This is an optimization exercise on Yosys and OpenROAD, whose aim is small area, a short achievable clock period and few clock cycles, not a production implementation. In this exercise RTL edits were held to simulation tests only and were not proved equivalent to the original. No activity file was given, so power comes from the tool's default toggle rates.

$ cat flow/margin.txt
6.5
$ cat flow/run.sh
#!/bin/bash
set -euo pipefail
MARGIN=$(cat flow/margin.txt)
grep -v '^export SETUP_SLACK_MARGIN' config.mk > config.mk.new
echo "export SETUP_SLACK_MARGIN = ${MARGIN}" >> config.mk.new
mv config.mk.new config.mk
bash standard.sh > standard.log 2>&1
$ cat constraint.sdc
create_clock -name core_clock -period 10.0 [get_ports {clk}]
set_input_delay 2.0000 -clock core_clock [delete_from_list [all_inputs] [get_ports {clk}]]
set_output_delay 2.0000 -clock core_clock [all_outputs]
set_load 0.01 [all_outputs]
$ cat standard.sh
#!/bin/bash
# synth_recipe.tcl (not shown) runs the flow's synth.tcl, then flattens the netlist and writes it again
# the make line also repeats each setting of config.mk as NAME=value (left out here)
make -C /OpenROAD-flow-scripts/flow DESIGN_CONFIG=/design/flow/config.mk WORK_HOME=/design/flow/orfs CLKGATE_MAP_FILE= SYNTH_SCRIPT=/design/flow/synth_recipe.tcl "${@:-finish}"
$ cat design.v
module lzw_encoder (
    input  wire       clk,
    input  wire       rst,
    input  wire       in_valid,
    output wire       in_ready,
    input  wire [7:0] in_data,
    input  wire       in_last,
    output wire       out_valid,
    input  wire       out_ready,
    output wire [7:0] out_data,
    output wire       out_last,
    output reg        done,
    output reg        err,
    output reg  [8:0] tok_count,
    output reg  [9:0] next_code
);
    localparam DICT_CAP = 384;
    localparam NENT     = DICT_CAP - 256;    
    localparam QD       = 2;                 
    localparam QW       = 1;                 
    reg       h_v, h_l, n_v, n_l, s_v, s_l;
    reg [7:0] h_d, n_d, s_d;
    assign in_ready = !s_v;
    wire in_fire = in_valid && !s_v;
    reg [8:0] pfx [0:NENT-1];    
    reg [7:0] byt [0:NENT-1];
    reg [7:0] ncnt;              
    reg [NENT-1:0] be;           
    reg       be_ok;             
    reg       nm;                
    reg [6:0] nm_idx;            
    reg [8:0] cur;               
    reg       have_cur;          
    reg       pend;              
    reg       drain;             
    reg [8:0]    q_code [0:QD-1];
    reg          q_last [0:QD-1];
    reg          q_err  [0:QD-1];
    reg [QW-1:0] q_wp, q_rp;
    reg [QW:0]   q_cnt;
    reg          q_full;         
    reg       hit;
    reg [6:0] hit_idx;
    integer   i;
    always @(*) begin
        hit     = nm;
        hit_idx = nm ? nm_idx : 7'd0;
        for (i = 0; i < NENT; i = i + 1) begin
            if (be[i] && pfx[i] == cur) begin
                hit     = 1'b1;
                hit_idx = hit_idx | i[6:0];
            end
        end
    end
    wire full = ncnt[7];                        
    wire go   = h_v && !pend && !q_full &&      
                (be_ok || drain || !have_cur);
    wire look = go && !drain && have_cur;       
    wire miss_push = look && !hit;
    wire pend_push = pend && !q_full;
    wire push = pend_push || miss_push;
    wire push_last = pend || full;
    wire push_err  = !pend && full;
    wire pop;    
    wire [7:0] nh    = go ? n_d : h_d;
    wire       nh_ok = go ? n_v : h_v;
    reg [NENT-1:0] be_nx;
    always @(*) begin
        for (i = 0; i < NENT; i = i + 1)
            be_nx[i] = (i < ncnt) && byt[i] == nh;
    end
    wire nm_nx = look && !hit && !full && (cur == {1'b0, h_d}) && (nh == h_d);
    always @(posedge clk) begin
        if (!full) begin
            pfx[ncnt[6:0]] <= cur;
            byt[ncnt[6:0]] <= h_d;
        end
        if (!q_full) begin
            q_code[q_wp] <= cur;
            q_last[q_wp] <= push_last;
            q_err[q_wp]  <= push_err;
        end
    end
    wire [QW:0] q_inc = q_cnt + 1'b1;
    wire [QW:0] q_dec = q_cnt - 1'b1;
    wire        q_nf  = (q_cnt == QD - 1);
    always @(posedge clk) begin
        if (rst) begin
            h_v <= 1'b0; n_v <= 1'b0; s_v <= 1'b0;
            be_ok <= 1'b0; nm <= 1'b0;
            have_cur <= 1'b0; pend <= 1'b0; drain <= 1'b0;
            ncnt <= 8'd0;
            q_wp <= {QW{1'b0}}; q_rp <= {QW{1'b0}};
            q_cnt <= {(QW+1){1'b0}}; q_full <= 1'b0;
        end else begin
            if (go) begin
                h_v <= n_v || in_fire;
                if (n_v) begin h_d <= n_d; h_l <= n_l; end
                else     begin h_d <= in_data; h_l <= in_last; end
                n_v <= s_v || (n_v && in_fire);
                if (s_v) begin n_d <= s_d; n_l <= s_l; end
                else     begin n_d <= in_data; n_l <= in_last; end
                s_v <= 1'b0;
            end else if (!h_v) begin
                h_v <= in_fire; h_d <= in_data; h_l <= in_last;
            end else if (!n_v) begin
                n_v <= in_fire; n_d <= in_data; n_l <= in_last;
            end else if (in_fire) begin
                s_v <= 1'b1; s_d <= in_data; s_l <= in_last;
            end
            be    <= be_nx;
            be_ok <= nh_ok;
            nm    <= nm_nx;
            nm_idx <= ncnt[6:0];
            if (pend) begin
                if (!q_full) pend <= 1'b0;
            end else if (go) begin
                if (drain) begin
                    if (h_l) drain <= 1'b0;
                end else begin
                    cur <= (have_cur && hit) ? {2'b10, hit_idx} : {1'b0, h_d};
                    if (!have_cur) begin
                        if (h_l) pend <= 1'b1;
                        else     have_cur <= 1'b1;
                    end else if (hit) begin
                        if (h_l) begin pend <= 1'b1; have_cur <= 1'b0; ncnt <= 8'd0; end
                    end else if (full) begin
                        have_cur <= 1'b0;
                        ncnt <= 8'd0;
                        if (!h_l) drain <= 1'b1;
                    end else begin
                        if (h_l) begin pend <= 1'b1; have_cur <= 1'b0; ncnt <= 8'd0; end
                        else     ncnt <= ncnt + 8'd1;
                    end
                end
            end
            if (push) q_wp <= q_wp + 1'b1;
            if (pop)  q_rp <= q_rp + 1'b1;
            if (push) begin
                q_cnt  <= pop ? q_cnt : q_inc;
                q_full <= pop ? q_full : q_nf;
            end else begin
                q_cnt  <= pop ? q_dec : q_cnt;
                q_full <= pop ? 1'b0 : q_full;
            end
        end
    end
    reg       a_v, a_l, a_e;
    reg [1:0] a_d2;              
    reg [6:0] a_r;               
    wire      a_take;            
    assign pop = (q_cnt != 0) && (!a_v || a_take);
    wire [8:0] hc = q_code[q_rp];
    wire [1:0] hd2 = (hc >= 9'd300) ? 2'd3 : (hc >= 9'd200) ? 2'd2 :
                     (hc >= 9'd100) ? 2'd1 : 2'd0;
    wire [8:0] hr  = hc - 9'd100 * hd2;
    always @(posedge clk) begin
        if (rst) begin
            a_v <= 1'b0;
        end else if (!a_v || a_take) begin
            a_v  <= (q_cnt != 0);
            a_d2 <= hd2;
            a_r  <= hr[6:0];
            a_l  <= q_last[q_rp];
            a_e  <= q_err[q_rp];
        end
    end
    wire [3:0] c2 = {2'b00, a_d2};
    wire [3:0] c1 = a_r / 10;
    wire [3:0] c0 = a_r % 10;
    reg [15:0] csym;
    reg [2:0]  clen;
    always @(*) begin
        if (a_d2 != 2'd0) begin
            csym = {c2, c1, c0, 4'hC}; clen = 3'd4;
        end else if (a_r >= 7'd10) begin
            csym = {c1, c0, 4'hC, 4'hC}; clen = 3'd3;
        end else begin
            csym = {c0, 4'hC, 4'hC, 4'hC}; clen = 3'd2;
        end
        if (a_l) clen = clen - 3'd1;
    end
    reg        c_v, c_l, c_e;
    reg [15:0] c_sym;
    reg [2:0]  c_len;
    wire       c_take;           
    assign a_take = a_v && (!c_v || c_take);
    always @(posedge clk) begin
        if (rst) begin
            c_v <= 1'b0;
        end else if (!c_v || c_take) begin
            c_v <= a_v;
            c_sym <= csym; c_len <= clen; c_l <= a_l; c_e <= a_e;
        end
    end
    reg        ov, ol;
    reg [7:0]  ob;
    reg [11:0] t_sym;        
    reg [1:0]  t_cnt;
    reg        t_last, t_err;
    reg [8:0]  ctok;         
    reg        newmsg;       
    reg        dwait;        
    assign out_valid = ov;
    assign out_data  = ob;
    assign out_last  = ol;
    wire adv = !ov || out_ready;
    wire blk = (ov && ol) || dwait;
    assign c_take = adv && !blk && (t_cnt == 2'd0) && c_v;
    wire last_fire = ov && out_ready && ol;
    function [7:0] symbyte(input [3:0] s);
        symbyte = {3'b001, s != 4'hC, s};
    endfunction
    always @(posedge clk) begin
        if (rst) begin
            ov <= 1'b0; ol <= 1'b0; t_cnt <= 2'd0;
            newmsg <= 1'b1; ctok <= 9'd0; dwait <= 1'b0;
            done <= 1'b0;
        end else begin
            if (adv) begin
                if (blk) begin
                    ov <= 1'b0;
                end else if (t_cnt != 2'd0) begin
                    ov    <= 1'b1;
                    ob    <= symbyte(t_sym[11:8]);
                    ol    <= t_last && (t_cnt == 2'd1);
                    t_sym <= {t_sym[7:0], 4'h0};
                    t_cnt <= t_cnt - 2'd1;
                end else if (c_v) begin
                    ov     <= 1'b1;
                    ob     <= symbyte(c_sym[15:12]);
                    ol     <= c_l && (c_len == 3'd1);
                    t_sym  <= c_sym[11:0];
                    t_cnt  <= c_len[1:0] - 2'd1;
                    t_last <= c_l;
                    t_err  <= c_e;
                    newmsg <= c_l;
                    ctok   <= newmsg ? 9'd1 : ctok + 9'd1;
                end else begin
                    ov <= 1'b0;
                end
            end
            done <= 1'b0;
            if (last_fire) begin
                err       <= t_err;
                tok_count <= ctok;
                next_code <= {1'b0, ctok} + 10'd255;
                if (t_err && drain) dwait <= 1'b1;
                else                done  <= 1'b1;
            end else if (dwait && !drain) begin
                dwait <= 1'b0;
                done  <= 1'b1;
            end
        end
    end
endmodule
$ cat config.mk
export PLATFORM = sky130hd
export DESIGN_NAME = lzw_encoder
export DESIGN_NICKNAME = lzw_encoder
export VERILOG_FILES = /design/flow/design.v
export SDC_FILE = /design/flow/constraint.sdc
export NUM_CORES = 4
export LEC_CHECK = 0
export CAP_MARGIN = 20
export CORE_MARGIN = 2
export CORE_UTILIZATION = 40
export CTS_BUF_LIST = sky130_fd_sc_hd__clkbuf_16
export CTS_CLUSTER_DIAMETER = 80
export CTS_CLUSTER_SIZE = 24
export SLEW_MARGIN = 20
export SETUP_SLACK_MARGIN = 6.5
==> summary.txt, run 1 <==
Result of the run: complete, no violations
Detail Route met3 WL: 35.9 mm
Maximum number of pins on one net before global-route repair: 133
Setup repair after global routing missed its margin: true
Number of hold-repair buffers added at the cts stage: 0
Slack of the worst reg-to-reg path: 6360 ps
Transition time at the pin with the least slew margin: 1220 ps
Wire length on met1: 138 mm
Signal arrival time at the worst endpoint: 4370 ps
Leading cell type in the layout, fill and taps excluded: sky130_fd_sc_hd__edfxtp_1
Final period demand of the worst path: 3640 ps
Global router's overall resource usage: 24.7%
Count of nets left with antenna violations after detail routing: 0
PnR worst setup slack: 6360 ps
Full die area: 0.267 mm^2
Count of yosys warnings during synthesis: 1
Overflow left after global routing: 0
Netlist area before placement: 0.105 mm^2
Number of nets in the final layout: 7072
Die outline width: 516 um
Crit Path Category: flop to flop
Worst-case headroom to the max-slew limit: 18.5%
Fin. Hold Viols: 0
Setup Skew: 51.0 ps
Number of DRC violations after detailed routing: 0
Number of antenna violations at the first check in global routing: 29
Detailed route wirelength on metal2: 157 mm
Cell depth of the worst hold path: 0
Htree depth: 3
Number of global-route vias before repair: 57406
Gate count of the mapped netlist: 6676
Final number of max-transition violations: 0
Clock insertion delay at the later pin of the skew report: 860 ps
Overall routed net length: 346 mm
Launching point of the worst reg2reg path: cur[0]
Final-report setup violation count: 0
Unique masters post-synth: 78
Critical path endpoint category: flop
Leakage component of the power: 36.8 nW
TritonCTS clock tree: built
Endpoint of the worst register-to-register path: ncnt[2]
Number of clock sinks: 2473
Source of the worst hold timing path: c_e
Total of flip-flops plus latches after synthesis: 2473
Clock Pin Slew Worst Setup and Hold Paths: 100 ps
Total number of vias: 61235
Number of cells on the worst reg-to-reg path: 14
Detailed router's first-iteration violation count: 9126
Site row count: 188
Worst-case clock buffer depth: 3
Highest routing layer actually used: met5
Initial Utilization: 40.1%
Data required, critical path: 10730 ps
Worst min path class: flop to flop
Post-DR vias/cell: 5.76
Floorplan die height: 516 um
Total Negative Setup Slacks: 0 ps
DP Worst Slack: 5050 ps
Power density cells: 171 mW/mm^2
Peak VDD IR: 154 uV
Nature of the critical path startpoint: flop
Area delta synth->final: 13.7%
Number of clock buffers inserted by TritonCTS: 120
Proportion of synthesized chip area in sequential cells: 70.4%
Highest net fanout along the worst path: 23
Highest attainable clock frequency: 0.275 GHz
Commonest cells after routing, fill and taps aside: sky130_fd_sc_hd__edfxtp_1, sky130_fd_sc_hd__xnor2_1, sky130_fd_sc_hd__xor2_1, sky130_fd_sc_hd__buf_4, sky130_fd_sc_hd__nand4_1
Fraction of registers with async set or reset after synthesis: 0%
Dominant synthesized flop cell: sky130_fd_sc_hd__edfxtp_1
DPL Wire Length: 163 mm
Total of buffers placed on input and output ports: 41
Share of post-route cells with drive strength above 1: 13.1%
Average cell area after synthesis: 15.7 um^2
Clk Tree Root Cell: sky130_fd_sc_hd__clkbuf_16
Placeable Area: 0.262 mm^2
Drt first pass iters: 8
Portion of the clock cycle consumed by the worst path in the final layout: 36.4%
I/O pin count: 45
First-pass GRT wire length: 461 mm
Weighted congestion at the end of routability-driven global placement: 0.842
Count of flip-flops with a built-in enable after synthesis: 2433
MaxCap Viol Count: 0
Hold Path Sink: t_err
Wire per inst: 32.5 um
## what timing repair did
item,in CTS,in global routing
setup buffers,90,66
pin swaps,20,56
setup endpoints to repair,298,114
resized for setup,312,145
cloned,59,25
## worst max-delay path, stage by stage (launching register included)
cell and delay (ps):
sky130_fd_sc_hd__edfxtp_1 450, sky130_fd_sc_hd__buf_12 180, sky130_fd_sc_hd__buf_4 160, sky130_fd_sc_hd__bufbuf_16 350
sky130_fd_sc_hd__xnor2_1 170, sky130_fd_sc_hd__nand4_1 150, sky130_fd_sc_hd__nor3_1 110, sky130_fd_sc_hd__nor3_1 440
sky130_fd_sc_hd__nand4_1 350, sky130_fd_sc_hd__nor2_4 220, sky130_fd_sc_hd__nand4_4 110, sky130_fd_sc_hd__buf_12 180
sky130_fd_sc_hd__nor2_4 140, sky130_fd_sc_hd__nand4b_1 160, sky130_fd_sc_hd__a221oi_2 330
## layer usage
layer | vias up | global-route usage, %
li1 | 25064 | -
met3 | 651 | 4.02
met5 | - | 0
met4 | 12 | 8.95
met2 | 3590 | 38.9
met1 | 31918 | 34.4
## synthesized netlist by cell type, types with 47 or more instances
cell,number,share of area (%)
sky130_fd_sc_hd__nor2_1,249,0.89
sky130_fd_sc_hd__nor3_1,145,0.69
sky130_fd_sc_hd__buf_1,47,0.17
sky130_fd_sc_hd__nand4_1,283,1.7
sky130_fd_sc_hd__buf_6,61,0.65
sky130_fd_sc_hd__nand2_1,212,0.76
sky130_fd_sc_hd__buf_4,55,0.39
sky130_fd_sc_hd__edfxtp_1,2433,70
sky130_fd_sc_hd__clkbuf_1,67,0.24
sky130_fd_sc_hd__o2111ai_1,66,0.55
sky130_fd_sc_hd__xor2_1,560,4.7
sky130_fd_sc_hd__buf_2,69,0.33
sky130_fd_sc_hd__xnor2_1,1658,14
sky130_fd_sc_hd__nor4_1,271,1.6
sky130_fd_sc_hd__nand3_1,70,0.33
## power breakdown
| part | total, W | switching (W) | internal, W | leakage [nW] |
|---|---|---|---|---|
| Combinational | 0.00320 | 0.00200 | 0.00120 | 12.6 |
| Sequential | 0.0117 | 0.0000839 | 0.0116 | 22.4 |
| Clock | 0.00559 | 0.00332 | 0.00227 | 1.76 |
## logic make-up after synthesis
family	after synthesis	share of synthesized area, %
AO/OA/AOI/OAI	253	1.73
XOR/XNOR	2218	18.5
adder cells (fa/ha/maj)	16	0.193
buffers and inverters	348	2.10
flip-flops	2473	70.4
multiplexers	39	0.401
other	2	0.00716
AND/OR/NAND/NOR	1327	6.69
## area by class of cell
type,instances,area [um^2]
Fill cell,22528,142000
Multi-Input combinational cell,3856,30000
Inverter,36,143
Clock buffer,123,3080
Antenna cell,9,22.5
Timing Repair Buffer,558,7450
Sequential cell,2473,73900
Tap cell,3515,4400
Clock inverter,53,368
## sequential cells by signal (all words and copies together), names as in the netlist, 2 cells and up, named ones only
signal,cells
pfx,1152
byt,1024
be,128
q_code,18
c_sym,12
next_code,10
ctok,9
cur,9
t_sym,9
tok_count,9
h_d,8
n_d,8
ncnt,8
s_d,8
a_r,7
nm_idx,7
ob,5
c_len,3
a_d2,2
q_cnt,2
q_err,2
q_last,2
t_cnt,2
## through the flow
step                      total power [W]  hold slack, ps  std cells  util [%]  instance area (um^2)
after global routing               0.0210             446      10616      45.6                119000
final                              0.0205             426      10623      45.6                119000
after detailed placement           0.0145             405      10198      42.2                110000
after CTS                          0.0203             428      10523      45.0                118000
after global placement             0.0144             402      10197      42.2                110000
after floorplan                    0.0137             400       6677         -                105000
## worst max-delay path by stage
stage | slack, ps | cells past startpoint | startpoint | to
after floorplan | 5360 | 3 | rst | t_err
after global placement | 5100 | 11 | cur[5] | cur[6]
after detailed placement | 5050 | 11 | cur[5] | cur[1]
after CTS | 6480 | 10 | cur[4] | cur[0]
after global routing | 6370 | 15 | cur[2] | ncnt[2]
final | 6360 | 14 | cur[0] | ncnt[2]
Testbench counts, summed over its fixed seeds: cycles 146,039.
==> inputs of run 2 (changes only) <==
==> flow/margin.txt (replaced) <==
6.0
--- a/config.mk
+++ b/config.mk
@@ -12,4 +12,4 @@
 export CTS_CLUSTER_DIAMETER = 80
 export CTS_CLUSTER_SIZE = 24
 export SLEW_MARGIN = 20
-export SETUP_SLACK_MARGIN = 6.5
+export SETUP_SLACK_MARGIN = 6.0
==> summary.txt, run 2 <==
Floorplan die height: 516 um (unchanged)
Number of clock buffers inserted by TritonCTS: 121 (+0.83%)
Result of the run: complete, no violations
Full die area: 0.267 mm^2 (unchanged)
Worst min path class: flop to flop
Weighted congestion at the end of routability-driven global placement: 0.866 (+2.8%)
Number of nets in the final layout: 6869 (-2.9%)
Number of clock sinks: 2473 (unchanged)
Sequential power share: 58.4% (+1.3 points)
Dominant synthesized flop cell: sky130_fd_sc_hd__edfxtp_1
DP Worst Slack: 4990 ps (-68.0 ps)
Total number of vias: 57574 (-6.0%)
Crit Path Category: flop to flop
Setup repair after global routing missed its margin: false
Detailed router's first-iteration violation count: 7637 (-16%)
Slowest cell delay on critical path: 910 ps (+460 ps)
Detailed route wirelength on metal2: 141 mm (-10%)
Nature of the critical path startpoint: flop
Portion of total power attributed to combinational logic: 13.6% (-2.0 points)
Site row count: 188 (unchanged)
Post-route cell area: 0.115 mm^2 (-3.4%)
Final-report setup violation count: 0 (unchanged)
TritonCTS clock tree: built
Total of buffers placed on input and output ports: 41 (unchanged)
Wire length on met1: 128 mm (-7.4%)
Netlist area before placement: 0.105 mm^2 (unchanged)
Proportion of synthesized chip area in sequential cells: 70.4% (unchanged)
Data required, critical path: 10450 ps (-280 ps)
Total of flip-flops plus latches after synthesis: 2473 (unchanged)
Count of flip-flops with a built-in enable after synthesis: 2433 (unchanged)
Unique masters post-synth: 78 (unchanged)
Count of nets left with antenna violations after detail routing: 0 (unchanged)
I/O pin count: 45 (unchanged)
Detail Route met3 WL: 24.2 mm (-33%)
Overall routed net length: 304 mm (-12%)
Number of cells in the finished layout apart from fillers: 10411 (-2.0%)
Leading cell types by count after synthesis: sky130_fd_sc_hd__edfxtp_1, sky130_fd_sc_hd__xnor2_1, sky130_fd_sc_hd__xor2_1
Cell family contributing the most delay on the critical path: simple AND/OR/NAND/NOR gates
Transition time at the pin with the least slew margin: 1300 ps (+77.8 ps)
Signal arrival time at the worst endpoint: 4440 ps (+70 ps)
Worst-case headroom to the max-slew limit: 13.5% (-5.0 points)
Number of hold-repair buffers added at the cts stage: 0 (unchanged)
Number of placed cells counting well taps: 10188 (-0.098%)
CP max-delay cell: sky130_fd_sc_hd__nor3_2
Power density cells: 173 mW/mm^2 (+1.2%)
Final number of max-transition violations: 0 (unchanged)
Sequence of cells on the critical path: buf_4 > nor3_2 > buf_4 > nand2b_1 > or2_2 > nor2_2
Die outline width: 516 um (unchanged)
MaxCap Viol Count: 0 (unchanged)
Internal: 0.0149 W (-1.2%)
Area delta synth->final: 9.85%
Clk Tree Root Cell: sky130_fd_sc_hd__clkbuf_16
Initial Utilization: 40.1% (unchanged)
Switching Fraction: 25.6% (-0.79 points)
Switching component of the power: 0.00512 W (-5.2%)
Highest routing layer actually used: met5
Wire per inst: 29.2 um (-10%)
Worst-case clock buffer depth: 3 (unchanged)
Average cell area after synthesis: 15.7 um^2 (unchanged)
Top area cells in the synthesized netlist: sky130_fd_sc_hd__edfxtp_1, sky130_fd_sc_hd__xnor2_1, sky130_fd_sc_hd__xor2_1
First-pass GRT wire length: 419 mm (-9.0%)
Global router's overall resource usage: 21.9% (-2.7 points)
PnR worst setup slack: 6010 ps (-356 ps)
CP Buf/Inv Count: 2 (-2)
Commonest cells after routing, fill and taps aside: sky130_fd_sc_hd__edfxtp_1, sky130_fd_sc_hd__xnor2_1, sky130_fd_sc_hd__xor2_1, sky130_fd_sc_hd__nand4_1, sky130_fd_sc_hd__nor4_1
Overflow left after global routing: 0 (unchanged)
Setup Skew: 54.8 ps (+3.73 ps)
Share of post-route cells with drive strength above 1: 8.44% (-4.6 points)
Final period demand of the worst path: 3990 ps (+356 ps)
Clock insertion delay at the later pin of the skew report: 840 ps (-20 ps)
Critical path's most frequent cell: sky130_fd_sc_hd__buf_4
Fraction of registers with async set or reset after synthesis: 0% (unchanged)
Peak VDD IR: 162 uV (+5.1%)
Count of yosys warnings during synthesis: 1 (unchanged)
DPL Wire Length: 159 mm (-2.3%)
Htree depth: 3 (unchanged)
Share of total power in the clock network: 28.0% (+0.7 points)
Drt first pass iters: 6 (-2)
Highest net fanout along the worst path: 18 (-22%)
Fin. Hold Viols: 0 (unchanged)
Clock Pin Slew Worst Setup and Hold Paths: 90 ps (about the same)
Leakage component of the power: 34.7 nW (-5.8%)
Gate count of the mapped netlist: 6676 (unchanged)
Portion of the clock cycle consumed by the worst path in the final layout: 39.9% (+3.6 points)
Overall power after layout: 0.0200 W (-2.2%)
Number of DRC violations after detailed routing: 0 (unchanged)
Count of filler cells inserted in the layout: 23046 (+2.3%)
Post-DR vias/cell: 5.53 (-4.1%)
Fraction of synthesized cell area taken by the top area cell type: 69.6% (unchanged)
Placeable Area: 0.262 mm^2 (unchanged)
Number of global-route vias before repair: 55095 (-4.0%)
Most instantiated library cell after synthesis: sky130_fd_sc_hd__edfxtp_1
Number of antenna violations at the first check in global routing: 19 (-34%)
Critical path endpoint category: flop
Placed inst area: 0.110 mm^2 (about the same)
Maximum number of pins on one net before global-route repair: 133 (unchanged)
Highest attainable clock frequency: 0.250 GHz (-8.9%)
Leading cell type in the layout, fill and taps excluded: sky130_fd_sc_hd__edfxtp_1
Total Negative Setup Slacks: 0 ps (unchanged)
Number of flip-flops under the largest register name: 1152 (unchanged)
Cell type with the highest aggregate area in the netlist: sky130_fd_sc_hd__edfxtp_1
[run 2: through the flow]
step | hold slack (ps) | util, %
detailed placement | 414 | 42.2
finish | 433 | 44.1
global route | 449 | 44.1
floorplan | 400 | -
global placement | 409 | 42.2
CTS | 434 | 43.8
[run 2: routing by layer]
layer	global-route usage, %	vias to the layer above
li1	-	24612
met5	0	-
met2	35.5	2513
met3	2.73	438
met4	6.71	6
met1	30.8	30005
[run 2: worst paths after layout]
path | startpoint | to | slack (ps) | depth (start not counted)
worst max-delay path | ncnt[5] | byt[6][3] | 6010 | 6
worst min-delay path | a_e | c_e | 430 | 0
worst max register to register | ncnt[5] | byt[6][3] | 6010 | 6
worst min register to register | a_e | c_e | 430 | 0
[run 2: logic make-up after synthesis]
group,Yosys count,share of synthesized area [%]
AOI/OAI and AO/OA,253,1.73
xor gates and xnor gates,2218,18.5
adders and majority gates,16,0.193
buffers and inverters,348,2.10
DFF,2473,70.4
muxes,39,0.401
other,2,0.00716
and+or+nand+nor,1327,6.69
[run 2: cell type report]
type | count | area [um^2] | area share [%]
antenna | 4 | 10.0 | 0.00868
inverter | 36 | 139 | 0.120
clock inverter | 49 | 402 | 0.348
tap | 3515 | 4400 | 3.81
timing repair buffer | 354 | 4070 | 3.53
clock buffer | 124 | 3100 | 2.69
sequential | 2473 | 73900 | 64.1
multi-input combinational | 3856 | 29300 | 25.4
[run 2: power by group through the flow]
| stage | Combinational [W] | Sequential, W | Clock, W |
|---|---|---|---|
| 6_report | 0.00272 | 0.0117 | 0.00560 |
| 2_1_floorplan | 0.00172 | 0.0120 | 0 |
| 3_3_place_gp | 0.00251 | 0.0119 | 0 |
| 5_1_grt | 0.00292 | 0.0117 | 0.00601 |
| 4_1_cts | 0.00263 | 0.0117 | 0.00568 |
| 3_5_place_dp | 0.00255 | 0.0119 | 0 |
[run 2: what timing repair did]
item,in CTS,in global routing
gates resized for setup,70,61
pin swaps,2,5
cloned,11,11
setup endpoints to repair,86,68
setup buffers,14,10
[run 2: worst register-to-register path: stages, from the launching register on]
cell	delay, ps
sky130_fd_sc_hd__dfxtp_1	310
sky130_fd_sc_hd__buf_4	240
sky130_fd_sc_hd__nor3_2	910
sky130_fd_sc_hd__buf_4	310
sky130_fd_sc_hd__nand2b_1	440
sky130_fd_sc_hd__or2_2	610
sky130_fd_sc_hd__nor2_2	790
==> inputs of run 3 (changes only) <==
--- a/design.v
+++ b/design.v
@@ -75,6 +75,8 @@
             pfx[ncnt[6:0]] <= cur;
             byt[ncnt[6:0]] <= h_d;
         end
+        be     <= be_nx;
+        nm_idx <= ncnt[6:0];
         if (!q_full) begin
             q_code[q_wp] <= cur;
             q_last[q_wp] <= push_last;
@@ -108,10 +110,8 @@
             end else if (in_fire) begin
                 s_v <= 1'b1; s_d <= in_data; s_l <= in_last;
             end
-            be    <= be_nx;
             be_ok <= nh_ok;
             nm    <= nm_nx;
-            nm_idx <= ncnt[6:0];
             if (pend) begin
                 if (!q_full) pend <= 1'b0;
             end else if (go) begin
==> flow/margin.txt (replaced) <==
6.5
--- a/config.mk
+++ b/config.mk
@@ -12,4 +12,4 @@
 export CTS_CLUSTER_DIAMETER = 80
 export CTS_CLUSTER_SIZE = 24
 export SLEW_MARGIN = 20
-export SETUP_SLACK_MARGIN = 6.0
+export SETUP_SLACK_MARGIN = 6.5
==> summary.txt, run 3 <==
Number of clock sinks: 2473 (unchanged)
Nature of the critical path startpoint: flop
Count of flip-flops with a built-in enable after synthesis: 2298 (-5.5%)
Portion of total power attributed to combinational logic: 12.7% (-0.9 points)
Maximum number of pins on one net before global-route repair: 106 (-20%)
DPL Wire Length: 170 mm (+7.3%)
Leakage component of the power: 37.0 nW (+6.9%)
Initial Utilization: 40.3% (+0.14 points)
Die outline width: 513 um (-0.67%)
Flip-flop and latch area: 0.0725 mm^2 (-1.8%)
Fraction of registers with async set or reset after synthesis: 0% (unchanged)
Endpoint of the worst register-to-register path: q_cnt[1]
Detailed router's first-iteration violation count: 8242 (+7.9%)
Final number of max-transition violations: 0 (unchanged)
Result of the run: complete, no violations
Leading cell type in the layout, fill and taps excluded: sky130_fd_sc_hd__edfxtp_1
Total of flip-flops plus latches after synthesis: 2473 (unchanged)
Beginning of the critical path: cur[5]
Number of placed cells counting well taps: 10089 (-0.97%)
Final period demand of the worst path: 3870 ps (-121 ps)
Count of filler cells inserted in the layout: 22008 (-4.5%)
TritonCTS clock tree: built
Switching Fraction: 25.3% (-0.30 points)
Number of clock buffers inserted by TritonCTS: 131 (+8.3%)
Drt first pass iters: 6 (unchanged)
Number of flip-flops under the largest register name: 1152 (unchanged)
Overall routed net length: 332 mm (+9.5%)
Number of cells in the finished layout apart from fillers: 10594 (+1.8%)
Internal: 0.0150 W (+1.1%)
Total Negative Setup Slacks: 0 ps (unchanged)
Dominant synthesized flop cell: sky130_fd_sc_hd__edfxtp_1
Number of DRC violations after detailed routing: 0 (unchanged)
Critical path endpoint: q_cnt[1]
Average cell area after synthesis: 15.5 um^2 (-1.5%)
Proportion of synthesized chip area in sequential cells: 70.0% (-0.35 points)
Floorplan die height: 513 um (-0.67%)
MaxCap Viol Count: 0 (unchanged)
Global router's overall resource usage: 24.6% (+2.7 points)
Data required, critical path: 10750 ps (+300 ps)
Worst min path class: flop to flop
Count of yosys warnings during synthesis: 1 (unchanged)
Number of nets in the final layout: 7121 (+3.7%)
Area delta synth->final: 14.3%
Site row count: 186 (-1.1%)
Multi-input combinational cell area: 0.0297 mm^2 (+1.3%)
Count of nets left with antenna violations after detail routing: 0 (unchanged)
Cell type with the highest aggregate area in the netlist: sky130_fd_sc_hd__edfxtp_1
Share of total power in the clock network: 30.1% (+2.1 points)
Unique masters post-synth: 77 (-1.3%)
Clk Tree Root Cell: sky130_fd_sc_hd__clkbuf_16
Wire per inst: 31.4 um (+7.6%)
Clock insertion delay at the later pin of the skew report: 860 ps (+20 ps)
Share of post-route cells with drive strength above 1: 12.8% (+4.4 points)
Leading cell types by count after synthesis: sky130_fd_sc_hd__edfxtp_1, sky130_fd_sc_hd__xnor2_1, sky130_fd_sc_hd__xor2_1
First-pass GRT wire length: 457 mm (+9.0%)
Number of global-route vias before repair: 56862 (+3.2%)
Slack of the worst reg-to-reg path: 6130 ps (+120 ps)
Top area cells in the synthesized netlist: sky130_fd_sc_hd__edfxtp_1, sky130_fd_sc_hd__xnor2_1, sky130_fd_sc_hd__xor2_1
Total number of vias: 60165 (+4.5%)
Transition time at the pin with the least slew margin: 1260 ps (-41.1 ps)
Gate count of the mapped netlist: 6690 (+0.21%)
Met3 track demand over resource in global routing: 5.03% (+2.3 points)
Full die area: 0.263 mm^2 (-1.3%)
Final-report setup violation count: 0 (unchanged)
Setup Skew: 41.3 ps (-13.4 ps)
Setup repair after global routing missed its margin: true
Overflow left after global routing: 0 (unchanged)
Total of buffers placed on input and output ports: 41 (unchanged)
Worst-case headroom to the max-slew limit: 16.0% (+2.5 points)
Weighted congestion at the end of routability-driven global placement: 0.903 (+4.3%)
I/O pin count: 45 (unchanged)
Busiest grt layer: met2
Commonest cells after routing, fill and taps aside: sky130_fd_sc_hd__edfxtp_1, sky130_fd_sc_hd__xnor2_1, sky130_fd_sc_hd__xor2_1, sky130_fd_sc_hd__buf_4, sky130_fd_sc_hd__nand4_1
Number of hold-repair buffers added at the cts stage: 0 (unchanged)
Post-DR vias/cell: 5.68 (+2.7%)
Critical path endpoint category: flop
Htree depth: 4 (+1)
Power density cells: 170 mW/mm^2 (-1.9%)
Highest attainable clock frequency: 0.258 GHz (+3.1%)
Signal arrival time at the worst endpoint: 4620 ps (+180 ps)
Number of antenna violations at the first check in global routing: 29 (+10)
Most instantiated library cell after synthesis: sky130_fd_sc_hd__edfxtp_1
Fraction of synthesized cell area taken by the top area cell type: 66.6% (-3.0 points)
Sequential power share: 57.2% (-1.2 points)
Placeable Area: 0.257 mm^2 (-1.7%)
Netlist area before placement: 0.104 mm^2 (-1.3%)
Switching component of the power: 0.00509 W (-0.49%)
Launching point of the worst reg2reg path: cur[5]
Portion of the clock cycle consumed by the worst path in the final layout: 38.7% (-1.2 points)
Highest net fanout along the worst path: 26 (+8)
Fin. Hold Viols: 0 (unchanged)
Global Route met2 Usage: 38.7% (+3.2 points)
Crit Path Category: flop to flop
Clock Pin Slew Worst Setup and Hold Paths: 90 ps (about the same)
Worst-case clock buffer depth: 3 (unchanged)
Peak VDD IR: 172 uV (+6.4%)
Met1 usage in global routing: 33.5% (+2.7 points)
Number of cells on the worst reg-to-reg path: 14 (+8)
[run 3: cell types whose count changed in the layout (fill, tap and decap cells not counted), sizes merged, moves of 21 or more]
cell,previous run,this run
nand4,284,314
edfxtp,2433,2298
nand3,71,108
xnor2,1658,1598
buf,291,488
clkdlybuf4s50,40,11
nor4,276,248
inv,63,107
bufbuf,11,64
o2111ai,66,39
xor2,560,610
dfxtp,40,175
a21oi,46,67
[run 3: worst min path at each step]
stage / start / cells after the start / to / slack [ps]
floorplan: ncnt[2] / 0 / nm_idx[2] / 330
finish: c_e / 0 / t_err / 440
global placement: c_e / 0 / t_err / 410
global route: c_e / 0 / t_err / 440
CTS: c_e / 0 / t_err / 440
detailed placement: a_e / 0 / c_e / 420
[run 3: cell type report]
class                   instances  share of cell area (%)
flip-flops and latches       2473                    61.3
multi-input cells            3862                    25.1
repair buffers                582                    6.39
well taps                    3384                    3.58
clock buffers                 137                    2.90
clock inverters               102                   0.586
inverters                      44                   0.143
diodes                         10                  0.0212
[run 3: metal layers]
metal / vias up / routed length [um]
met4: 24 / 14700
met3: 635 / 33000
met2: 3134 / 152000
met1: 31249 / 133000
li1: 25123 / -
met5: - / 181
[run 3: worst max-delay path, cell delays in order, from the launching register on]
cell and delay (ps):
sky130_fd_sc_hd__edfxtp_1 500, sky130_fd_sc_hd__buf_6 180, sky130_fd_sc_hd__buf_12 130, sky130_fd_sc_hd__bufbuf_16 350
sky130_fd_sc_hd__xnor2_1 210, sky130_fd_sc_hd__nand4_1 100, sky130_fd_sc_hd__nor3_1 570, sky130_fd_sc_hd__nor2_1 250
sky130_fd_sc_hd__and3_1 280, sky130_fd_sc_hd__nand3_1 200, sky130_fd_sc_hd__or4_4 210, sky130_fd_sc_hd__buf_4 120
sky130_fd_sc_hd__o22ai_4 80, sky130_fd_sc_hd__or3_1 330, sky130_fd_sc_hd__a41oi_1 230
[run 3: logic make-up (layout without fill, tap and decap cells)]
logic type | count (synthesis) | count (layout) | synth area share [%]
simple gates | 1336 | 1336 | 6.80
other cells | 2 | 13 | 0.00725
fa+ha+maj | 14 | 14 | 0.176
flops | 2473 | 2473 | 70.0
buf+inv | 356 | 865 | 2.16
compound gates | 258 | 258 | 1.71
mux | 43 | 43 | 0.447
xor+xnor | 2208 | 2208 | 18.7
[run 3: timing repair]
item | CTS | global route
gates resized for setup | 392 | 53
pin swaps | 27 | 22
setup buffers | 126 | 54
setup endpoints to repair | 229 | 146
gates cloned | 71 | 5
[run 3: stage by stage]
stage / power (W) / hold WS (ps) / utilization [%] / instance area [um^2] / setup slack [ps]
global route: 0.0207 / 442 / 46.0 / 118000 / 6110
floorplan: 0.0132 / 329 / - / 104000 / 5200
detailed placement: 0.0139 / 421 / 42.3 / 109000 / 4690
CTS: 0.0201 / 441 / 45.7 / 118000 / 6230
finish: 0.0201 / 438 / 46.0 / 118000 / 6130
global placement: 0.0138 / 414 / 42.3 / 109000 / 4820
[run 3: power groups by stage]
| stage | combinational (W) | sequential, W | clock, W |
|---|---|---|---|
| final | 0.00256 | 0.0115 | 0.00607 |
| after global routing | 0.00271 | 0.0115 | 0.00649 |
| after CTS | 0.00245 | 0.0115 | 0.00614 |
| after floorplan | 0.00142 | 0.0118 | 0 |
| after detailed placement | 0.00211 | 0.0118 | 0 |
| after global placement | 0.00208 | 0.0117 | 0 |
Testbench counts of run 3, summed over its fixed seeds: cycles 146,039.
==> inputs of run 4 (changes only) <==
==> flow/margin.txt (replaced) <==
7.0
--- a/config.mk
+++ b/config.mk
@@ -12,4 +12,4 @@
 export CTS_CLUSTER_DIAMETER = 80
 export CTS_CLUSTER_SIZE = 24
 export SLEW_MARGIN = 20
-export SETUP_SLACK_MARGIN = 6.5
+export SETUP_SLACK_MARGIN = 7.0
==> summary.txt, run 4 <==
Result of the run: complete, no violations
Signal arrival time at the worst endpoint: 4420 ps (-200 ps)
Number of cells in the finished layout apart from fillers: 10666 (+0.68%)
Fraction of synthesized cell area taken by the top area cell type: 66.6% (unchanged)
Cell family contributing the most delay on the critical path: simple AND/OR/NAND/NOR gates
Count of filler cells inserted in the layout: 21738 (-1.2%)
Leakage component of the power: 38.1 nW (+2.9%)
Average cell area after synthesis: 15.5 um^2 (unchanged)
Cell type with the highest aggregate area in the netlist: sky130_fd_sc_hd__edfxtp_1
Worst-case headroom to the max-slew limit: 22.2% (+6.2 points)
Worst-case clock buffer depth: 3 (unchanged)
MaxCap Viol Count: 0 (unchanged)
Fraction of registers with async set or reset after synthesis: 0% (unchanged)
TritonCTS clock tree: built
Multi-input combinational cell area: 0.0304 mm^2 (+2.5%)
Total number of vias: 61493 (+2.2%)
CP max-delay cell: sky130_fd_sc_hd__nor4_1
First-pass GRT wire length: 482 mm (+5.6%)
DP Worst Slack: 4950 ps (+259 ps)
Top area cells in the synthesized netlist: sky130_fd_sc_hd__edfxtp_1, sky130_fd_sc_hd__xnor2_1, sky130_fd_sc_hd__xor2_1
Unique masters post-synth: 77 (unchanged)
Setup Skew: 45.1 ps (+3.81 ps)
Nature of the critical path startpoint: flop
Minimum hold slack: 442 ps (+4.21 ps)
Final period demand of the worst path: 3790 ps (-84.0 ps)
Worst min path class: flop to flop
Area delta synth->final: 16.5%
I/O pin count: 45 (unchanged)
Overall power after layout: 0.0207 W (+2.7%)
Number of antenna violations at the first check in global routing: 23 (-21%)
PnR worst setup slack: 6210 ps (+84.0 ps)
Setup repair after global routing missed its margin: true
Commonest cells after routing, fill and taps aside: sky130_fd_sc_hd__edfxtp_1, sky130_fd_sc_hd__xnor2_1, sky130_fd_sc_hd__xor2_1, sky130_fd_sc_hd__buf_4, sky130_fd_sc_hd__nand4_1
Transition time at the pin with the least slew margin: 1160 ps (-99.0 ps)
Data required, critical path: 10630 ps (-120 ps)
Maximum number of pins on one net before global-route repair: 98 (-7.5%)
Total of buffers placed on input and output ports: 41 (unchanged)
Count of nets left with antenna violations after detail routing: 0 (unchanged)
Final number of max-transition violations: 0 (unchanged)
Dominant synthesized flop cell: sky130_fd_sc_hd__edfxtp_1
Clock Pin Slew Worst Setup and Hold Paths: 100 ps (about the same)
Critical path endpoint category: flop
Flip-flop and latch area: 0.0725 mm^2 (about the same)
Final-report setup violation count: 0 (unchanged)
Die outline width: 513 um (unchanged)
Total Negative Setup Slacks: 0 ps (unchanged)
Number of clock sinks: 2473 (unchanged)
Full die area: 0.263 mm^2 (unchanged)
Drt first pass iters: 12 (+6)
Count of yosys warnings during synthesis: 1 (unchanged)
Number of nets in the final layout: 7189 (+0.95%)
Peak VDD IR: 151 uV (-12%)
Highest attainable clock frequency: 0.264 GHz (+2.2%)
Gate count of the mapped netlist: 6690 (unchanged)
Htree depth: 4 (unchanged)
Overflow left after global routing: 0 (unchanged)
Placeable Area: 0.257 mm^2 (unchanged)
Clock insertion delay at the later pin of the skew report: 870 ps (about the same)
Slowest cell delay on critical path: 930 ps (+360 ps)
Proportion of synthesized chip area in sequential cells: 70.0% (unchanged)
Most instantiated library cell after synthesis: sky130_fd_sc_hd__edfxtp_1
Leading cell type in the layout, fill and taps excluded: sky130_fd_sc_hd__edfxtp_1
Number of DRC violations after detailed routing: 0 (unchanged)
Weighted congestion at the end of routability-driven global placement: 0.900 (-0.35%)
Portion of the clock cycle consumed by the worst path in the final layout: 37.9% (-0.84 points)
Total of flip-flops plus latches after synthesis: 2473 (unchanged)
Clk Tree Root Cell: sky130_fd_sc_hd__clkbuf_16
Detailed router's first-iteration violation count: 9129 (+11%)
Post-DR vias/cell: 5.77 (+1.5%)
Number of flip-flops under the largest register name: 1152 (unchanged)
Netlist area before placement: 0.104 mm^2 (unchanged)
Global router's overall resource usage: 26.4% (+1.7 points)
Fin. Hold Viols: 0 (unchanged)
Site row count: 186 (unchanged)
Floorplan die height: 513 um (unchanged)
Initial Utilization: 40.3% (unchanged)
Highest net fanout along the worst path: 15 (-42%)
CP Buf/Inv Count: 3 (-1)
Count of flip-flops with a built-in enable after synthesis: 2298 (unchanged)
DPL Wire Length: 169 mm (-0.66%)
Leading cell types by count after synthesis: sky130_fd_sc_hd__edfxtp_1, sky130_fd_sc_hd__xnor2_1, sky130_fd_sc_hd__xor2_1
Crit Path Category: flop to flop
Overall routed net length: 353 mm (+6.3%)
Number of global-route vias before repair: 58375 (+2.7%)
Wire per inst: 33.1 um (+5.6%)
Power density cells: 171 mW/mm^2 (+0.65%)
Sequence of cells on the critical path: buf_12 > buf_12 > bufbuf_16 > xnor2_1 > nand4_1 > nor3_1 > nor4_1 > nand3_1 > nor4_1 > nand4_1 > mux2_4
Share of post-route cells with drive strength above 1: 15.5% (+2.7 points)
Number of placed cells counting well taps: 10078 (-0.11%)
Number of clock buffers inserted by TritonCTS: 131 (unchanged)
-- run 4: kinds of logic (layout without fill, tap and decap cells) --
group / count (synthesis) / after routing / share of synthesized area [%]
mux: 43 / 43 / 0.447
xor+xnor: 2208 / 2208 / 18.7
flops: 2473 / 2473 / 70.0
fa+ha+maj: 14 / 14 / 0.176
other cells: 2 / 18 / 0.00725
simple gates: 1336 / 1337 / 6.80
compound gates: 258 / 258 / 1.71
buf+inv: 356 / 931 / 2.16
-- run 4: report_power, final --
| group | switching [W] | internal [W] |
|---|---|---|
| clock network | 0.00352 | 0.00266 |
| logic | 0.00178 | 0.00121 |
| registers | 0.0000730 | 0.0114 |
| total | 0.00537 | 0.0153 |
-- run 4: per-layer routing --
layer | up-vias | share of wire, % | GRT usage (%)
met5 | - | 0.014 | 0.0365
met2 | 3664 | 44 | 40.3
met3 | 846 | 10 | 6.17
li1 | 25275 | - | -
met4 | 4 | 5.9 | 13.0
met1 | 31704 | 39 | 35.4
-- run 4: worst paths after layout --
kind / from / end / slack (ps) / depth (start not counted)
setup / recovery: cur[6] / cur[0] / 6210 / 11
setup reg to reg: cur[6] / cur[0] / 6210 / 11
hold reg to reg: a_e / c_e / 440 / 0
hold / removal: a_e / c_e / 440 / 0
-- run 4: per-stage QoR --
step	instance area, um^2	util [%]
5_1_grt	121000	46.9
3_3_place_gp	109000	42.3
2_1_floorplan	105000	-
4_1_cts	120000	46.6
6_report	121000	46.9
3_5_place_dp	109000	42.3
-- run 4: layout make-up --
cell class | instances | area share (%)
diodes | 15 | 0.0311
clock buffers | 133 | 2.76
clock inverters | 105 | 0.720
inverters | 44 | 0.148
multi-input cells | 3863 | 25.2
flip-flops and latches | 2473 | 60.1
well taps | 3384 | 3.51
repair buffers | 649 | 7.52
-- run 4: what timing repair did --
action / in CTS / in global routing
buffers inserted: 200 / 32
cloned: 102 / 1
hold buffers: 0 / 0
setup endpoints to repair: 1660 / 514
pin swaps: 49 / 42
resized for setup: 556 / 87
==> inputs of run 5 (changes only) <==
--- a/design.v
+++ b/design.v
@@ -30,6 +30,7 @@
     reg       nm;                
     reg [6:0] nm_idx;            
     reg [8:0] cur;               
+    reg [8:0] cur_n;             
     reg       have_cur;          
     reg       pend;              
     reg       drain;             
@@ -46,7 +47,7 @@
         hit     = nm;
         hit_idx = nm ? nm_idx : 7'd0;
         for (i = 0; i < NENT; i = i + 1) begin
-            if (be[i] && pfx[i] == cur) begin
+            if (be[i] && pfx[i] == (i < NENT / 2 ? cur : ~cur_n)) begin
                 hit     = 1'b1;
                 hit_idx = hit_idx | i[6:0];
             end
@@ -62,6 +63,12 @@
     wire push_last = pend || full;
     wire push_err  = !pend && full;
     wire pop;    
+    wire       cur_ld = go && !pend && !drain;
+    wire [8:0] cur_x  = (have_cur && hit) ? {2'b10, hit_idx} : {1'b0, h_d};
+    always @(posedge clk) begin
+        cur   <= cur_ld ?  cur_x : ~cur_n;
+        cur_n <= cur_ld ? ~cur_x : ~cur;
+    end
     wire [7:0] nh    = go ? n_d : h_d;
     wire       nh_ok = go ? n_v : h_v;
     reg [NENT-1:0] be_nx;
@@ -118,7 +125,6 @@
                 if (drain) begin
                     if (h_l) drain <= 1'b0;
                 end else begin
-                    cur <= (have_cur && hit) ? {2'b10, hit_idx} : {1'b0, h_d};
                     if (!have_cur) begin
                         if (h_l) pend <= 1'b1;
                         else     have_cur <= 1'b1;
==> flow/margin.txt (replaced) <==
6.5
--- a/config.mk
+++ b/config.mk
@@ -12,4 +12,4 @@
 export CTS_CLUSTER_DIAMETER = 80
 export CTS_CLUSTER_SIZE = 24
 export SLEW_MARGIN = 20
-export SETUP_SLACK_MARGIN = 7.0
+export SETUP_SLACK_MARGIN = 6.5
==> summary.txt, run 5 <==
Number of antenna violations at the first check in global routing: 22 (-4.3%)
Number of clock buffers inserted by TritonCTS: 132 (+0.76%)
Weighted congestion at the end of routability-driven global placement: 0.891 (-1.0%)
Total of buffers placed on input and output ports: 41 (unchanged)
Final number of max-transition violations: 0 (unchanged)
Portion of the clock cycle consumed by the worst path in the final layout: 35.7% (-2.2 points)
Beginning of the critical path: cur[5]
Full die area: 0.263 mm^2 (about the same)
Fin. Hold Viols: 0 (unchanged)
Drt first pass iters: 8 (-4)
Count of flip-flops with a built-in enable after synthesis: 2289 (-0.39%)
Final-report setup violation count: 0 (unchanged)
Detailed router's first-iteration violation count: 7776 (-15%)
Site row count: 186 (unchanged)
DP Worst Slack: 5000 ps (+45.8 ps)
Fraction of synthesized cell area taken by the top area cell type: 66.3% (-0.31 points)
Total of flip-flops plus latches after synthesis: 2482 (+0.36%)
Most instantiated library cell after synthesis: sky130_fd_sc_hd__edfxtp_1
Launching point of the worst reg2reg path: cur[5]
Number of hold-repair buffers added at the cts stage: 0 (unchanged)
Signal arrival time at the worst endpoint: 4260 ps (-160 ps)
Htree depth: 4 (unchanged)
Peak VDD IR: 135 uV (-11%)
Initial Utilization: 40.3% (about the same)
Clk Tree Root Cell: sky130_fd_sc_hd__clkbuf_16
Overall routed net length: 331 mm (-6.4%)
Count of filler cells inserted in the layout: 22014 (+1.3%)
Highest net fanout along the worst path: 16 (+1)
Worst-case clock buffer depth: 3 (unchanged)
Netlist area before placement: 0.104 mm^2 (about the same)
MaxCap Viol Count: 0 (unchanged)
TritonCTS clock tree: built
Cell depth of the worst hold path: 0 (unchanged)
PnR worst setup slack: 6430 ps (+223 ps)
Number of global-route vias before repair: 57393 (-1.7%)
Setup repair after global routing missed its margin: false
Source of the worst hold timing path: a_e
Cell type with the highest aggregate area in the netlist: sky130_fd_sc_hd__edfxtp_1
Setup Skew: 51.5 ps (+6.35 ps)
Die outline width: 513 um (about the same)
Global router's overall resource usage: 24.1% (-2.3 points)
Worst min path class: flop to flop
Power density cells: 196 mW/mm^2 (+14%)
Fraction of registers with async set or reset after synthesis: 0% (unchanged)
Count of nets left with antenna violations after detail routing: 0 (unchanged)
Worst-case headroom to the max-slew limit: 19.5% (-2.7 points)
Maximum number of pins on one net before global-route repair: 131 (+34%)
Overflow left after global routing: 0 (unchanged)
Top area cells in the synthesized netlist: sky130_fd_sc_hd__edfxtp_1, sky130_fd_sc_hd__xor2_1, sky130_fd_sc_hd__xnor2_1
Share of post-route cells with drive strength above 1: 12.0% (-3.4 points)
Placeable Area: 0.257 mm^2 (unchanged)
Total number of vias: 60113 (-2.2%)
Transition time at the pin with the least slew margin: 1210 ps (+50.0 ps)
Commonest cells after routing, fill and taps aside: sky130_fd_sc_hd__edfxtp_1, sky130_fd_sc_hd__xor2_1, sky130_fd_sc_hd__xnor2_1, sky130_fd_sc_hd__buf_4, sky130_fd_sc_hd__nand4_1
I/O pin count: 45 (unchanged)
Number of cells on the worst reg-to-reg path: 13 (+2)
Clock Pin Slew Worst Setup and Hold Paths: 100 ps (about the same)
Clock insertion delay at the later pin of the skew report: 850 ps (-20 ps)
Data required, critical path: 10690 ps (+60 ps)
Leading cell type in the layout, fill and taps excluded: sky130_fd_sc_hd__edfxtp_1
Dominant synthesized flop cell: sky130_fd_sc_hd__edfxtp_1
Average cell area after synthesis: 15.4 um^2 (-0.58%)
Post-DR vias/cell: 5.68 (-1.5%)
Leading cell types by count after synthesis: sky130_fd_sc_hd__edfxtp_1, sky130_fd_sc_hd__xor2_1, sky130_fd_sc_hd__xnor2_1
DPL Wire Length: 171 mm (+0.77%)
Leakage component of the power: 37.4 nW (-1.9%)
First-pass GRT wire length: 449 mm (-7.0%)
Floorplan die height: 513 um (about the same)
Number of DRC violations after detailed routing: 0 (unchanged)
Number of flip-flops under the largest register name: 1152 (unchanged)
Area delta synth->final: 13.4%
Proportion of synthesized chip area in sequential cells: 70.1% (about the same)
Highest attainable clock frequency: 0.280 GHz (+6.3%)
Gate count of the mapped netlist: 6734 (+0.66%)
Wire per inst: 31.3 um (-5.6%)
Number of clock sinks: 2482 (+0.36%)
Crit Path Category: flop to flop
Critical path endpoint category: flop
Nature of the critical path startpoint: flop
Final period demand of the worst path: 3570 ps (-223 ps)
Number of nets in the final layout: 7110 (-1.1%)
Result of the run: complete, no violations
Count of yosys warnings during synthesis: 1 (unchanged)
Unique masters post-synth: 86 (+12%)
Total Negative Setup Slacks: 0 ps (unchanged)
==> run 5: cell types whose count changed after synthesis, sizes merged, moves of 6 or more <==
cell / previous run / this run
o31ai: 1 / 8
nor4: 248 / 264
nand3: 108 / 117
xor2: 610 / 1142
mux2i: 17 / 27
dfxtp: 175 / 193
a21oi: 67 / 76
xnor2: 1598 / 1067
edfxtp: 2298 / 2289
nand2: 195 / 205
o21ai: 41 / 47
nand4: 314 / 301
nor3: 146 / 130
==> run 5: where the power goes <==
part | total (W) | switching (W) | internal, W
registers | 0.0119 | 0.000134 | 0.0118
logic | 0.00496 | 0.00313 | 0.00183
clock network | 0.00611 | 0.00348 | 0.00263
total | 0.0230 | 0.00674 | 0.0163
==> run 5: cell type report <==
| class | instances | area, um^2 | share of cell area [%] |
|---|---|---|---|
| Antenna cell | 12 | 30.0 | 0.0256 |
| Clock buffer | 137 | 3430 | 2.92 |
| Clock inverter | 101 | 718 | 0.611 |
| Inverter | 38 | 143 | 0.121 |
| Multi-Input combinational cell | 3898 | 29900 | 25.4 |
| Sequential cell | 2482 | 72700 | 61.9 |
| Tap cell | 3384 | 4230 | 3.60 |
| Timing Repair Buffer | 531 | 6400 | 5.45 |
==> run 5: path summary, 6_finish.rpt <==
path	end	slack, ps
hold reg to reg	c_e	430
setup / recovery	cur_n[6]	6430
setup reg to reg	cur_n[6]	6430
hold / removal	c_e	430
==> run 5: metrics by stage <==
step | utilization (%) | total power (W) | hold WS [ps] | std cells | instance area (um^2)
after CTS | 45.1 | 0.0227 | 430 | 10479 | 116000
final | 45.7 | 0.0230 | 428 | 10583 | 117000
after detailed placement | 42.4 | 0.0160 | 406 | 10110 | 109000
after global routing | 45.7 | 0.0237 | 443 | 10574 | 117000
after global placement | 42.4 | 0.0159 | 403 | 10107 | 109000
after floorplan | - | 0.0149 | 329 | 6735 | 104000
==> run 5: worst max-delay path, cell delays in order (launching register included) <==
cell and delay, ps:
sky130_fd_sc_hd__dfxtp_4 440, sky130_fd_sc_hd__buf_4 270, sky130_fd_sc_hd__buf_16 270, sky130_fd_sc_hd__xnor2_1 150
sky130_fd_sc_hd__nand4_1 110, sky130_fd_sc_hd__nor3_1 840, sky130_fd_sc_hd__nor4_2 100, sky130_fd_sc_hd__nand3_1 170
sky130_fd_sc_hd__nor4_4 60, sky130_fd_sc_hd__nand4_4 210, sky130_fd_sc_hd__o21ai_4 120, sky130_fd_sc_hd__buf_4 170
sky130_fd_sc_hd__a221oi_1 370, sky130_fd_sc_hd__a21oi_1 100
==> run 5: logic make-up after synthesis <==
| group | count (synthesis) | synth area share [%] |
|---|---|---|
| AO/OA/AOI/OAI | 285 | 1.88 |
| multiplexers | 49 | 0.500 |
| adder cells (fa/ha/maj) | 17 | 0.205 |
| other | 2 | 0.00725 |
| buffers and inverters | 355 | 1.91 |
| AND/OR/NAND/NOR | 1335 | 6.77 |
| flip-flops | 2482 | 70.1 |
| XOR/XNOR | 2209 | 18.7 |
==> run 5: layer usage <==
| metal | part of all wire, % | vias up | wire length (um) | global-route usage [%] |
|---|---|---|---|---|
| met2 | 45 | 3071 | 150000 | 37.8 |
| met3 | 9.7 | 633 | 32200 | 5.45 |
| met1 | 40 | 31265 | 134000 | 32.4 |
| met5 | 0.033 | - | 108 | 0 |
| met4 | 4.5 | 16 | 14900 | 9.31 |
| li1 | - | 25128 | - | - |
==> run 5: timing repair <==
action / in CTS / in global routing
endpoints found under the hold margin: 0 / 0
pin swaps: 13 / 18
endpoints found under the setup margin: 312 / 147
cloned: 26 / 14
setup buffers: 105 / 77
gates resized for setup: 232 / 93
Testbench counts of run 5, summed over its fixed seeds: cycles 146,039.
==> inputs of run 6 (changes only) <==
==> flow/margin.txt (replaced) <==
7.0
--- a/config.mk
+++ b/config.mk
@@ -12,4 +12,4 @@
 export CTS_CLUSTER_DIAMETER = 80
 export CTS_CLUSTER_SIZE = 24
 export SLEW_MARGIN = 20
-export SETUP_SLACK_MARGIN = 6.5
+export SETUP_SLACK_MARGIN = 7.0
==> summary.txt, run 6 <==
Total of buffers placed on input and output ports: 41 (unchanged)
Area delta synth->final: 16.2%
Full die area: 0.263 mm^2 (unchanged)
Number of clock sinks: 2482 (unchanged)
Highest attainable clock frequency: 0.279 GHz (-0.58%)
Placeable Area: 0.257 mm^2 (unchanged)
Share of total power in the clock network: 25.3% (-1.2 points)
Overall routed net length: 340 mm (+2.6%)
Placed inst area: 0.109 mm^2 (+0.26%)
Maximum number of pins on one net before global-route repair: 96 (-27%)
Number of antenna violations at the first check in global routing: 25 (+14%)
Sequential power share: 51.5% (-0.4 points)
Overflow left after global routing: 0 (unchanged)
Leading cell type in the layout, fill and taps excluded: sky130_fd_sc_hd__edfxtp_1
Fin. Hold Viols: 0 (unchanged)
Unique masters post-synth: 86 (unchanged)
Clock Pin Slew Worst Setup and Hold Paths: 100 ps (about the same)
Wire per inst: 31.6 um (+1.0%)
Signal arrival time at the worst endpoint: 4360 ps (+100 ps)
Switching Fraction: 29.1% (-0.17 points)
Number of cells on the worst reg-to-reg path: 13 (unchanged)
Wire length on met1: 133 mm (-0.76%)
Detailed route wirelength on metal2: 154 mm (+2.6%)
Peak VDD IR: 182 uV (+35%)
Count of yosys warnings during synthesis: 1 (unchanged)
Number of clock buffers inserted by TritonCTS: 121 (-8.3%)
Fraction of synthesized cell area taken by the top area cell type: 66.3% (unchanged)
Final period demand of the worst path: 3590 ps (+20.8 ps)
Result of the run: complete, no violations
Portion of total power attributed to combinational logic: 23.2% (+1.7 points)
Power density cells: 193 mW/mm^2 (-1.6%)
First-pass GRT wire length: 462 mm (+2.8%)
Floorplan die height: 513 um (unchanged)
Clock insertion delay at the later pin of the skew report: 870 ps (+20 ps)
Total number of vias: 60913 (+1.3%)
Cell depth of the worst hold path: 0 (unchanged)
Clk Tree Root Cell: sky130_fd_sc_hd__clkbuf_16
Count of nets left with antenna violations after detail routing: 0 (unchanged)
Final-report setup violation count: 0 (unchanged)
Number of global-route vias before repair: 58152 (+1.3%)
Share of post-route cells with drive strength above 1: 15.9% (+3.9 points)
Number of DRC violations after detailed routing: 0 (unchanged)
Slack of the worst reg-to-reg path: 6410 ps (-20 ps)
Worst-case clock buffer depth: 3 (unchanged)
Number of nets in the final layout: 7277 (+2.3%)
Count of filler cells inserted in the layout: 21722 (-1.3%)
Gate count of the mapped netlist: 6734 (unchanged)
Worst-case headroom to the max-slew limit: 11.3% (-8.2 points)
Total Negative Setup Slacks: 0 ps (unchanged)
Nature of the critical path startpoint: flop
PnR worst setup slack: 6410 ps (-20.8 ps)
Multi-input combinational cell area: 0.0307 mm^2 (+3.0%)
Detailed router's first-iteration violation count: 8314 (+6.9%)
Top area cells in the synthesized netlist: sky130_fd_sc_hd__edfxtp_1, sky130_fd_sc_hd__xor2_1, sky130_fd_sc_hd__xnor2_1
Cell type with the highest aggregate area in the netlist: sky130_fd_sc_hd__edfxtp_1
Weighted congestion at the end of routability-driven global placement: 0.905 (+1.6%)
I/O pin count: 45 (unchanged)
Beginning of the critical path: cur[4]
Die outline width: 513 um (unchanged)
Setup Skew: 57.0 ps (+5.54 ps)
Highest routing layer actually used: met5
TritonCTS clock tree: built
Portion of the clock cycle consumed by the worst path in the final layout: 35.9% (+0.21 points)
Drt first pass iters: 6 (-2)
Dominant synthesized flop cell: sky130_fd_sc_hd__edfxtp_1
Post-route cell area: 0.120 mm^2 (+2.5%)
Data required, critical path: 10770 ps (+80 ps)
Transition time at the pin with the least slew margin: 1320 ps (+109 ps)
Total of flip-flops plus latches after synthesis: 2482 (unchanged)
Hold Path Sink: c_e
Switching component of the power: 0.00676 W (+0.25%)
DPL Wire Length: 173 mm (+1.4%)
Fraction of registers with async set or reset after synthesis: 0% (unchanged)
Most instantiated library cell after synthesis: sky130_fd_sc_hd__edfxtp_1
Launching point of the worst reg2reg path: cur[4]
Number of flip-flops under the largest register name: 1152 (unchanged)
Proportion of synthesized chip area in sequential cells: 70.1% (unchanged)
MaxCap Viol Count: 0 (unchanged)
Worst min path class: flop to flop
Final number of max-transition violations: 0 (unchanged)
Crit Path Category: flop to flop
Htree depth: 3 (-1)
Setup repair after global routing missed its margin: true
Number of hold-repair buffers added at the cts stage: 0 (unchanged)
Site row count: 186 (unchanged)
Average cell area after synthesis: 15.4 um^2 (unchanged)
Global router's overall resource usage: 24.9% (+0.82 points)
Initial Utilization: 40.3% (unchanged)
DP Worst Slack: 5070 ps (+71.1 ps)
Commonest cells after routing, fill and taps aside: sky130_fd_sc_hd__edfxtp_1, sky130_fd_sc_hd__xor2_1, sky130_fd_sc_hd__xnor2_1, sky130_fd_sc_hd__buf_4, sky130_fd_sc_hd__nand4_1
Flip-flop and latch area: 0.0727 mm^2 (about the same)
Internal: 0.0164 W (+1.1%)
Post-layout utilization of the core: 46.8% (+1.1 points)
Source of the worst hold timing path: a_e
Highest net fanout along the worst path: 17 (+1)
Detail Route met3 WL: 33.7 mm (+4.6%)
Count of flip-flops with a built-in enable after synthesis: 2289 (unchanged)
Leakage component of the power: 38.8 nW (+3.8%)
Leading cell types by count after synthesis: sky130_fd_sc_hd__edfxtp_1, sky130_fd_sc_hd__xor2_1, sky130_fd_sc_hd__xnor2_1
Post-DR vias/cell: 5.67 (-0.23%)
Critical path endpoint category: flop
Endpoint of the worst register-to-register path: cur_n[3]
Netlist area before placement: 0.104 mm^2 (unchanged)
-- run 6: cell families after synthesis --
| kind of cell | synth area share, % |
|---|---|
| compound gates | 1.88 |
| xor+xnor | 18.7 |
| fa+ha+maj | 0.205 |
| buf+inv | 1.91 |
| flops | 70.1 |
| mux | 0.500 |
| other cells | 0.00725 |
| simple gates | 6.77 |
-- run 6: worst max-delay path, stage by stage (launching register included) --
cell,delay [ps]
sky130_fd_sc_hd__dfxtp_4,360
sky130_fd_sc_hd__buf_12,160
sky130_fd_sc_hd__buf_16,170
sky130_fd_sc_hd__xnor2_1,170
sky130_fd_sc_hd__nand4_1,140
sky130_fd_sc_hd__nor3_4,80
sky130_fd_sc_hd__a41oi_4,290
sky130_fd_sc_hd__nand4_1,570
sky130_fd_sc_hd__nor2_4,350
sky130_fd_sc_hd__nand4_4,230
sky130_fd_sc_hd__o21ai_4,320
sky130_fd_sc_hd__buf_6,160
sky130_fd_sc_hd__mux2i_2,220
sky130_fd_sc_hd__a21boi_2,190
-- run 6: layout make-up --
class	instances	area share, %
Multi-Input combinational cell	3899	25.5
Tap cell	3384	3.52
Clock inverter	101	0.657
Timing Repair Buffer	708	7.21
Inverter	38	0.128
Sequential cell	2482	60.4
Clock buffer	123	2.56
Antenna cell	14	0.0291
-- run 6: how the worst max path moves through the flow --
stage / to / depth (start not counted) / slack (ps)
global route: cur[2] / 14 / 6530
CTS: tok_count[5] / 1 / 6560
detailed placement: cur[0] / 12 / 5070
finish: cur_n[3] / 13 / 6410
floorplan: cur[0] / 13 / 6650
global placement: q_cnt[1] / 11 / 4960
-- run 6: per-layer routing --
layer | vias to the layer above | track usage, %
li1 | 25477 | -
met3 | 826 | 5.88
met1 | 31292 | 32.6
met4 | 20 | 11.5
met5 | - | 0.219
met2 | 3298 | 39.1
-- run 6: power by group through the flow --
stage	clock, W	sequential (W)	combinational, W
detailed placement	0	0.0124	0.00363
finish	0.00586	0.0120	0.00538
floorplan	0	0.0123	0.00270
global route	0.00626	0.0120	0.00561
CTS	0.00593	0.0120	0.00507
global placement	0	0.0124	0.00358
-- run 6: repair_timing --
| item | in CTS | in global routing |
|---|---|---|
| setup buffers | 222 | 83 |
| gates resized for setup | 537 | 132 |
| setup endpoints to repair | 820 | 445 |
| pin swaps | 68 | 39 |
| gates cloned | 47 | 12 |
-- run 6: per-stage QoR --
| step | power (W) | std cells | hold slack [ps] |
|---|---|---|---|
| 6_report | 0.0232 | 10749 | 430 |
| 5_1_grt | 0.0238 | 10736 | 437 |
| 4_1_cts | 0.0230 | 10640 | 431 |
| 3_5_place_dp | 0.0161 | 10147 | 408 |
| 3_3_place_gp | 0.0160 | 10144 | 409 |
| 2_1_floorplan | 0.0150 | 6735 | 329 |

==> what the ideal ports hide <==
No port has a modelled driver above. Below, the same layouts with a new extraction and two added sets of constraints.
Step 1 sets driving cells, clkbuf_16 on the clock port and buf_2 on the other inputs (assumed; they add their load-dependent delay and slew).
Step 2 adds t to the input delays and takes it off the output delays; t is the mean of the earliest and latest rising clock arrival at the registers after step 1. Input paths then give back, and output paths get back, about the clock's delay inside the block.
Three values: ideal, step 1, step 2; two values: the first two.
run	shift t [ns]	setup slack, ns	worst setup path at the end	latest minus earliest clock arrival (ns)	slew at the worst register clock pin (ns)
run 1	0.941	6.362 / 6.362 / 5.735	input to register	0.055 / 0.054	0.11 / 0.11
run 2	0.908	6.006 / 6.006 / 5.354	input to register	0.057 / 0.058	0.10 / 0.10
run 3	0.944	6.126 / 6.126 / 5.556	input to register	0.048 / 0.047	0.10 / 0.10
run 4	0.954	6.210 / 6.210 / 5.749	input to register	0.053 / 0.053	0.10 / 0.10
run 5	0.925	6.433 / 6.433 / 5.759	input to register	0.053 / 0.053	0.11 / 0.11
run 6	0.933	6.413 / 6.413 / 6.214	input to register	0.060 / 0.060	0.10 / 0.10
After both steps every run listed still meets setup and hold. The setup slack of run 5, which loses most, moves by 0.000 ns with the drivers and by -0.674 ns with both steps.
